This design comes from an exercise in tuning for small area, a short achievable clock period and few clock cycles per item on the open sky130 flow, not from production work.
Function was checked by simulation only, so behaviour that the tests miss may differ from the original.
Power and IR drop assume default switching activity.

===== config.mk =====
export PLATFORM = sky130hd
export DESIGN_NAME = cpre_hsv2rgb
export DESIGN_NICKNAME = cpre_hsv2rgb
export VERILOG_FILES = /design/flow/design.v
export SDC_FILE = /design/flow/constraint.sdc
export NUM_CORES = 4
export LEC_CHECK = 0
export ABC_AREA = 1
export CAP_MARGIN = 20
export CORE_MARGIN = 2
export CORE_UTILIZATION = 45
export SLEW_MARGIN = 20

===== constraint.sdc =====
create_clock -name core_clock -period 30.0 [get_ports {clk}]
set_input_delay 6.0000 -clock core_clock [delete_from_list [all_inputs] [get_ports {clk}]]
set_output_delay 6.0000 -clock core_clock [all_outputs]
set_load 0.01 [all_outputs]

===== design.v =====
module cpre_clamp01 (
    input  wire [31:0] a,
    output wire [30:0] y
);
    wire [7:0] e   = a[30:23];
    wire       big = (e >= 8'd127);
    wire       nan = (e == 8'hFF) && (a[22:0] != 23'd0);
    assign y = (a[31] || e == 8'd0 || nan) ? 31'd0 :
               big                          ? 31'h3F80_0000 : a[30:0];
endmodule
module cpre_rne_shr25 (
    input  wire [24:0] v,
    input  wire [4:0]  d,        
    output wire [24:0] y
);
    wire [49:0] w  = {v, 25'd0} >> d;
    wire        rb = w[24];
    wire        st = |w[23:0];
    wire [24:0] q  = w[49:25];
    assign y = q + {24'd0, rb & (st | q[0])};
endmodule
module cpre_norm25 (
    input  wire [24:0] a,
    output wire [23:0] y,
    output reg  [4:0]  lz
);
    integer i;
    always @(*) begin
        lz = 5'd0;
        for (i = 0; i < 25; i = i + 1)
            if (a[i]) lz = 5'd24 - i[4:0];
    end
    wire [24:0] sh = a << lz;
    assign y = sh[24:1];
endmodule
module cpre_hsec (
    input  wire [30:0] h,
    output wire [2:0]  sector,
    output wire [24:0] g
);
    wire [7:0]  e  = h[30:23];
    wire [23:0] m  = {1'b1, h[22:0]};
    wire [25:0] p3 = {2'b00, m} + {1'b0, m, 1'b0};
    wire        hi = p3[25];
    wire [23:0] kept = hi ? p3[25:2] : p3[24:1];
    wire        rb   = hi ? p3[1] : p3[0];
    wire        st   = hi ? p3[0] : 1'b0;
    wire [24:0] r    = {1'b0, kept} + {24'd0, rb & (st | kept[0])};
    wire [8:0]  k    = {1'b0, e} + {8'd0, hi};           
    wire        left = (k >= 9'd124);
    wire [8:0]  dr   = 9'd124 - k;
    wire [4:0]  d    = (dr > 9'd31) ? 5'd31 : dr[4:0];
    wire [24:0] rs;
    cpre_rne_shr25 u_sh (.v(r), .d(d), .y(rs));
    wire [1:0]  kl   = k[1:0];                           
    wire [26:0] xl   = {2'b00, r} << kl;
    wire [26:0] x    = (e <= 8'd98) ? 27'd0 : left ? xl : {2'b00, rs};
    wire [2:0]  in   = x[26:24];
    wire [23:0] fr   = x[23:0];
    assign sector = (in == 3'd6) ? 3'd0 : in;
    assign g = in[0] ? {1'b0, fr} : (25'h100_0000 - {1'b0, fr});
endmodule
module cpre_oms (
    input  wire [30:0] s,
    output wire [23:0] an,
    output wire [4:0]  lz,
    output wire        zero
);
    wire [7:0]  e  = s[30:23];
    wire [23:0] nn;
    wire [4:0]  nlz;
    cpre_norm25 u_n (.a(25'h80_0000 - {2'b00, s[22:0]}), .y(nn), .lz(nlz));
    wire [8:0]  dr = 9'd126 - {1'b0, e};
    wire [4:0]  d  = (e == 8'd0 || dr > 9'd31) ? 5'd31 : dr[4:0];
    wire [24:0] xs;
    cpre_rne_shr25 u_sh (.v({2'b01, s[22:0]}), .d(d), .y(xs));
    wire [24:0] af = 25'h100_0000 - xs;
    wire        near = (e == 8'd126);
    assign zero = (e == 8'd127);
    assign an = near ? nn : (af[24] ? 24'h80_0000 : af[23:0]);
    assign lz = near ? nlz : (af[24] ? 5'd0 : 5'd1);
endmodule
module cpre_rnd48 (
    input  wire [47:22] p,
    input  wire         st21,
    output wire [24:0]  r,
    output wire         hi
);
    assign hi = p[47];
    wire [23:0] kept = hi ? p[47:24] : p[46:23];
    wire        rb   = hi ? p[23] : p[22];
    wire        st   = hi ? (p[22] | st21) : st21;
    assign r = {1'b0, kept} + {24'd0, rb & (st | kept[0])};
endmodule
module cpre_sga_post (
    input  wire [47:22] pm,
    input  wire         st21,
    input  wire [7:0]   e,
    input  wire [4:0]   lz,
    input  wire         zero,
    output wire [23:0]  an,
    output wire [4:0]   alz,
    output wire         az
);
    wire [24:0] r;
    wire        hi;
    cpre_rnd48 u_r (.p(pm), .st21(st21), .r(r), .hi(hi));
    wire [9:0]  dr   = 10'd125 - {2'd0, e} + {5'd0, lz} + {9'd0, ~hi};
    wire        one  = dr[9];                  
    wire        near = (dr == 10'd0);          
    wire [24:0] an_a = 25'h100_0000 - r;
    wire [23:0] nn;
    wire [4:0]  nlz;
    cpre_norm25 u_n (.a(an_a), .y(nn), .lz(nlz));
    wire [4:0]  d  = (dr > 10'd31) ? 5'd31 : dr[4:0];
    wire [24:0] x;
    cpre_rne_shr25 u_sh (.v(r), .d(d), .y(x));
    wire [24:0] af = 25'h100_0000 - x;
    assign az  = !zero && (one || (near && an_a == 25'd0));
    assign an  = zero ? 24'h80_0000 : near ? nn  : (af[24] ? 24'h80_0000 : af[23:0]);
    assign alz = zero ? 5'd0        : near ? nlz : (af[24] ? 5'd0 : 5'd1);
endmodule
module cpre_mul_post (
    input  wire [47:22]      pm,
    input  wire              st21,
    input  wire [7:0]        e,
    input  wire [4:0]        lz,
    input  wire              zero,
    output wire [23:0]       ym,
    output wire signed [9:0] ye,
    output wire              yz
);
    wire [24:0] r;
    wire        hi;
    cpre_rnd48 u_r (.p(pm), .st21(st21), .r(r), .hi(hi));
    assign yz = zero;
    assign ym = r[24] ? r[24:1] : r[23:0];
    assign ye = $signed({2'b00, e}) + 10'sd1 - $signed({5'd0, lz})
                - $signed({9'd0, ~hi}) + $signed({9'd0, r[24]});
endmodule
module cpre_chan (
    input  wire [23:0]       ym,
    input  wire signed [9:0] ye,
    input  wire              yz,
    output wire [15:0]       c
);
    wire [39:0] p  = {ym, 16'd0} - {16'd0, ym};
    wire        hi = p[39];
    wire [23:0] kept = hi ? p[39:16] : p[38:15];
    wire        rb   = hi ? p[15] : p[14];
    wire        st   = hi ? (|p[14:0]) : (|p[13:0]);
    wire [24:0] z    = {1'b0, kept} + {24'd0, rb & (st | kept[0])};
    wire [9:0]  sh   = 10'd134 - ye[9:0] + {9'd0, ~hi};
    wire [24:0] zs   = z >> sh[4:0];
    assign c = (yz || ye < 10'sd111) ? 16'd0 : zs[15:0];
endmodule
module cpre_perm (
    input  wire [2:0]  sector,
    input  wire [15:0] cv,
    input  wire [15:0] cp,
    input  wire [15:0] cx,       
    output reg  [15:0] r,
    output reg  [15:0] g,
    output reg  [15:0] b
);
    always @(*) begin
        case (sector)
            3'd0:    begin r = cv; g = cx; b = cp; end
            3'd1:    begin r = cx; g = cv; b = cp; end
            3'd2:    begin r = cp; g = cv; b = cx; end
            3'd3:    begin r = cp; g = cx; b = cv; end
            3'd4:    begin r = cx; g = cp; b = cv; end
            default: begin r = cv; g = cp; b = cx; end
        endcase
    end
endmodule
module cpre_hsv2rgb (
    input  wire        clk,
    input  wire        rst,
    input  wire        in_valid,
    output wire        in_ready,
    input  wire [31:0] in_h,
    input  wire [31:0] in_s,
    input  wire [31:0] in_v,
    output reg         out_valid,
    input  wire        out_ready,
    output reg  [15:0] out_r,
    output reg  [15:0] out_g,
    output reg  [15:0] out_b
);
    reg  skid_v;
    wire adv = !skid_v;
    assign in_ready = adv;
    reg vld0, vld1, vld2, vld3, vld4, vld5;
    wire [30:0] h_c, s_c, v_c;
    cpre_clamp01 u_ch (.a(in_h), .y(h_c));
    cpre_clamp01 u_cs (.a(in_s), .y(s_c));
    cpre_clamp01 u_cv (.a(in_v), .y(v_c));
    reg [30:0] h0, s0, v0;
    always @(posedge clk)
        if (adv) begin
            h0 <= h_c;
            s0 <= s_c;
            v0 <= v_c;
        end
    wire [2:0]  sec_w;
    wire [24:0] g_w;
    wire [23:0] asn_w;
    wire [4:0]  lzp_w;
    wire        asz_w;
    cpre_hsec u_hsec (.h(h0), .sector(sec_w), .g(g_w));
    cpre_oms  u_oms  (.s(s0), .an(asn_w), .lz(lzp_w), .zero(asz_w));
    reg [2:0]  sec1;
    reg [24:0] g1;
    reg [23:0] asn1;
    reg [4:0]  lzp1;
    reg        zp1;
    reg [30:0] s1, v1;
    always @(posedge clk)
        if (adv) begin
            sec1 <= sec_w;
            g1   <= g_w;
            asn1 <= asn_w;
            lzp1 <= lzp_w;
            zp1  <= asz_w || (v0[30:23] == 8'd0);
            s1   <= s0;
            v1   <= v0;
        end
    wire [23:0] gn;
    wire [4:0]  lzg;
    cpre_norm25 u_ng (.a(g1), .y(gn), .lz(lzg));
    wire [47:0] pmp = {1'b1, v1[22:0]} * asn1;
    reg [2:0]   sec2;
    reg [23:0]  gn2;
    reg [4:0]   lzg2;
    reg         zg2;
    reg [30:0]  s2, v2;
    reg [47:22] pmp2;
    reg         stp2;
    reg [4:0]   lzp2;
    reg         zp2;
    always @(posedge clk)
        if (adv) begin
            sec2 <= sec1;
            gn2  <= gn;
            lzg2 <= lzg;
            zg2  <= (s1[30:23] == 8'd0) || (g1 == 25'd0);
            s2   <= s1;
            v2   <= v1;
            pmp2 <= pmp[47:22];
            stp2 <= |pmp[21:0];
            lzp2 <= lzp1;
            zp2  <= zp1;
        end
    wire [47:0] pmg = {1'b1, s2[22:0]} * gn2;
    wire [23:0]       pym;
    wire signed [9:0] pye;
    wire              pyz;
    wire [15:0]       cp_w;
    cpre_mul_post u_pp (.pm(pmp2), .st21(stp2), .e(v2[30:23]), .lz(lzp2), .zero(zp2),
                        .ym(pym), .ye(pye), .yz(pyz));
    cpre_chan u_chp (.ym(pym), .ye(pye), .yz(pyz), .c(cp_w));
    reg [2:0]   sec3;
    reg [47:22] pmg3;
    reg         stg3;
    reg [4:0]   lzg3;
    reg         zg3;
    reg [7:0]   es3;
    reg [30:0]  v3;
    reg [15:0]  cp3;
    always @(posedge clk)
        if (adv) begin
            sec3 <= sec2;
            pmg3 <= pmg[47:22];
            stg3 <= |pmg[21:0];
            lzg3 <= lzg2;
            zg3  <= zg2;
            es3  <= s2[30:23];
            v3   <= v2;
            cp3  <= cp_w;
        end
    wire [23:0] axn;
    wire [4:0]  lzx;
    wire        axz;
    cpre_sga_post u_sgp (.pm(pmg3), .st21(stg3), .e(es3), .lz(lzg3), .zero(zg3),
                         .an(axn), .alz(lzx), .az(axz));
    reg [2:0]  sec4;
    reg [23:0] axn4;
    reg [4:0]  lzx4;
    reg        zx4;
    reg [30:0] v4;
    reg [15:0] cp4;
    always @(posedge clk)
        if (adv) begin
            sec4 <= sec3;
            axn4 <= axn;
            lzx4 <= lzx;
            zx4  <= axz || (v3[30:23] == 8'd0);
            v4   <= v3;
            cp4  <= cp3;
        end
    wire [47:0] pmx = {1'b1, v4[22:0]} * axn4;
    wire [15:0] cv_w;
    cpre_chan u_chv (.ym({1'b1, v4[22:0]}), .ye($signed({2'b00, v4[30:23]})),
                     .yz(v4[30:23] == 8'd0), .c(cv_w));
    reg [2:0]   sec5;
    reg [47:22] pmx5;
    reg         stx5;
    reg [4:0]   lzx5;
    reg         zx5;
    reg [7:0]   ev5;
    reg [15:0]  cv5, cp5;
    always @(posedge clk)
        if (adv) begin
            sec5 <= sec4;
            pmx5 <= pmx[47:22];
            stx5 <= |pmx[21:0];
            lzx5 <= lzx4;
            zx5  <= zx4;
            ev5  <= v4[30:23];
            cv5  <= cv_w;
            cp5  <= cp4;
        end
    wire [23:0]       xym;
    wire signed [9:0] xye;
    wire              xyz;
    wire [15:0]       cx_w;
    cpre_mul_post u_px (.pm(pmx5), .st21(stx5), .e(ev5), .lz(lzx5), .zero(zx5),
                        .ym(xym), .ye(xye), .yz(xyz));
    cpre_chan u_chx (.ym(xym), .ye(xye), .yz(xyz), .c(cx_w));
    wire [15:0] r_w, g_w2, b_w;
    cpre_perm u_perm (.sector(sec5), .cv(cv5), .cp(cp5), .cx(cx_w),
                      .r(r_w), .g(g_w2), .b(b_w));
    reg [47:0] skid;
    wire arrive = adv && vld5;
    wire out_free = !out_valid || out_ready;
    always @(posedge clk) begin
        if (skid_v ? out_ready : (arrive && out_free))
            {out_r, out_g, out_b} <= skid_v ? skid : {r_w, g_w2, b_w};
        if (arrive && !out_free)
            skid <= {r_w, g_w2, b_w};
    end
    always @(posedge clk) begin
        if (rst) begin
            vld0 <= 1'b0; vld1 <= 1'b0; vld2 <= 1'b0;
            vld3 <= 1'b0; vld4 <= 1'b0; vld5 <= 1'b0;
            skid_v    <= 1'b0;
            out_valid <= 1'b0;
        end else begin
            if (adv) begin
                vld0 <= in_valid;
                vld1 <= vld0;
                vld2 <= vld1;
                vld3 <= vld2;
                vld4 <= vld3;
                vld5 <= vld4;
            end
            if (skid_v) begin
                if (out_ready) skid_v <= 1'b0;
            end else if (arrive) begin
                if (out_free) out_valid <= 1'b1;
                else          skid_v    <= 1'b1;
            end else if (out_ready) begin
                out_valid <= 1'b0;
            end
        end
    end
endmodule

===== run.sh =====
#!/bin/bash
# synth_recipe.tcl (not shown) runs the flow's synth.tcl, then flattens the netlist and writes it again
# the make line also repeats each setting of config.mk as NAME=value (left out here)
make -C /OpenROAD-flow-scripts/flow DESIGN_CONFIG=/design/flow/config.mk WORK_HOME=/design/flow/orfs CLKGATE_MAP_FILE= SYNTH_SCRIPT=/design/flow/synth_recipe.tcl finish

==> impl_metrics.yaml <==
synth:
  syn_area_per_cell_um2: 7.43
  synth_top_cell_by_area: "fa_1"
  ys_seq_area_share_pct: 18.5
  async_reset_ff_share_pct: 0
  ys_seq_elements: 692
  synth_area_mm2: 0.112
  synth.top_cell.area_share_pct: 26.1
  synth_edf_count: 684
  netlist_instances: 15000
  yosys_warnings: 3
  ys.flop_type: "edfxtp_1"
  synth.distinct_cells: 81
  yosys-top-cells-area: "fa_1 (26%), edfxtp_1 (18%), nand2_1 (15%)"
timing:
  slew_viol_final: 0
  layout_setup_ws_ns: 20.47
  fin_crit_ns: 9.53
  slew_headroom_pct: 21.2
  period_share_pct: 31.8
  hold_slack_ns: 0.375
  fmax_mhz: 105
  skew_ns: 0.0661
  setup_viol: 0
  fin_tns_setup_ns: 0
  hold_violations: 0
  grt_setup_unrepaired: "no"
  tightestPinTransition_ns: 1.18
layout:
  drive_gt1_share_pct: 3.87
  fin_nets: 17100
  final_common_cell: "nand2_1"
  syn_to_final_growth_pct: 6.60
  final_cells: 18300
  most-common-layout-cells: "nand2_1 (4455), inv_1 (3117), fa_1 (1455)"
clock_network:
  ctsHoldBuffers: 0
  htree_levels: 3
  cts_sinks: 692
  root_buffer: "clkbuf_16"
  tritoncts: "built"
  clk_pin_slew_ns: 0.06
  postCtsSetupBuffers: 0
  cts_buffers: 82
  cts_buffer_depth: 3
  clk_latency_ns: 0.74
  cts_resized: 0
outcome:
  status: "no timing/DRC/antenna violations"
placement:
  dp.cells: 18100
  place_congestion: 0.955
  dpl.hpwl_um: 248000
  dpl_worst_slack_ns: 20.52
  portBuffers: 149
global_route:
  grt_pass1_wl_um: 508000
  overflow: 0
  globalRouteTotalUtil_pct: 25.2
  antenna_found_initial: 8
  first_global_vias: 93900
  grt_max_degree: 156
flow_run:
  drv_cap: 0
setup_path:
  cp_max_fo: 24
  crit_type: "reg -> reg"
  cp.arrival_ns: 10.00
  cp_slowest_cell: "edfxtp_1"
  cp-start-kind: "flop"
  regToRegSetupSlack_ns: 20.47
  worstPathRequired_ns: 30.47
  worstSetupEndpointType: "flop"
  max_stage_delay_ns: 1.00
min_path:
  hp-class: "reg -> reg"
die:
  placementRows: 182
  die_x_um: 502
  initial_utilization_pct: 45.3
  io_pins: 150
  die_y_um: 502
  core-area_mm2: 0.246
  die_area_mm2: 0.252
drt:
  drt-pass1-iter-count: 6
  final_antenna_net_count: 0
  routed_wl_um: 314000
  avgRoutedWirePerCell_um: 17.2
  vias: 94200
  drc: 0
  vias_per_cell: 5.16
  drtIter0Drc: 7261
power:
  peakVddDrop_mv: 0.111
  powerDensity_mw_per_mm2: 75.6
  power_w: 0.00900
  p_leak_nw: 61.5
critical path, delay by kind of cell, from the launching register on:
family / cells / cell delay, ns
flops: 1 / 1.00
buf+inv: 3 / 0.17
fa+ha+maj: 8 / 3.56
simple gates: 2 / 0.25
compound gates: 14 / 4.17
xor+xnor: 1 / 0.15
cell usage after synthesis, types with 53 or more instances:
library cell  count
xnor2_1         106
o21ai_0         528
a21oi_1         383
nor3_1          101
ha_1            687
inv_1          3118
xor2_1          220
clkbuf_1        441
edfxtp_1        684
nand2_1        4455
a31oi_1          54
nand2_2          53
nand4_1         177
nor2_1          767
nand3_1        1010
fa_1           1455
routing by layer:
layer / wire length [µm] / share of wire, % / GRT usage (%)
met5: 26 / 0.0083 / 0
met4: 9610 / 3.1 / 7.25
met3: 17900 / 5.7 / 3.06
met2: 148000 / 47 / 42.4
met1: 138000 / 44 / 33.9
power by group:
group,switching (W),internal [W]
registers,0.000147,0.00134
clock network,0.000436,0.000555
logic,0.00431,0.00221
total,0.00489,0.00411
layout make-up:
| cell class | count | area (µm²) |
|---|---|---|
| diodes | 1 | 2.50 |
| clock buffers | 96 | 2100 |
| clock inverters | 54 | 577 |
| fillers | 24900 | 127000 |
| inverters | 3166 | 11900 |
| multi-input cells | 10600 | 76900 |
| flip-flops and latches | 692 | 20700 |
| well taps | 3312 | 4140 |
| repair buffers | 315 | 2770 |
flip-flops by register name, indices dropped and copies added, names as in the netlist, 25 cells and up:
| register | count |
|---|---|
| v4 | 31 |
| v2 | 31 |
| v0 | 31 |
| pmg3 | 26 |
| pmp2 | 26 |
| v1 | 31 |
| pmx5 | 26 |
| s0 | 31 |
| h0 | 31 |
| v3 | 31 |
| skid | 48 |
| s2 | 31 |
| g1 | 25 |
| s1 | 31 |
kinds of logic (layout without fill, tap and decap cells):
kind of cell,Yosys count,count (layout),share of synthesized area (%)
AOI/OAI and AO/OA,1283,1283,6.51
xor gates and xnor gates,326,326,2.56
adders and majority gates,2142,2142,33.8
buffers and inverters,3721,3631,12.7
DFF,692,692,18.5
muxes,29,29,0.260
other,1,4,0.00336
and+or+nand+nor,6833,6833,25.7
final timing paths:
kind | from | to | cells past startpoint
setup / recovery | gn2[3]$_SDFFCE_PP0N_ | pmg3[46]$_DFFE_PN_ | 28
hold reg to reg | sec3[1]$_DFFE_PN_ | sec4[1]$_DFFE_PN_ | 0
setup reg to reg | gn2[3]$_SDFFCE_PP0N_ | pmg3[46]$_DFFE_PN_ | 28
hold / removal | sec3[1]$_DFFE_PN_ | sec4[1]$_DFFE_PN_ | 0
stage by stage:
stage                     util, %  instance area, µm²
final                        48.3              119000
after detailed placement     47.2              116000
after global routing         48.3              119000
after CTS                    48.3              119000
after floorplan                 -              112000
after global placement       47.2              116000
Testbench counts, summed over its fixed seeds: cycles 16,056, items 16,000.

static timing again, ports no longer ideal:
Ports are ideal in the flow. The routed layout listed here was re-timed in OpenROAD.
Step 1: set_driving_cell puts a clkbuf_16 on clk and a buf_2 on each other input, an assumption about the parent block.
Step 2, shift: input delay + t, output delay - t, t = (earliest + latest rising clock arrival at the registers) / 2. This alone moves slack from input paths to output paths.
Slacks: ideal ports / drivers / drivers and shift; pairs: ideal ports / drivers.
shift t [ns]: 0.800
setup slack, ns: 20.470 / 20.470 / 20.470
worst setup path at the end: register to register
After both steps this run still meets setup and hold. For this run, drivers alone change the setup slack by 0.000 ns; drivers and shift together by 0.000 ns.
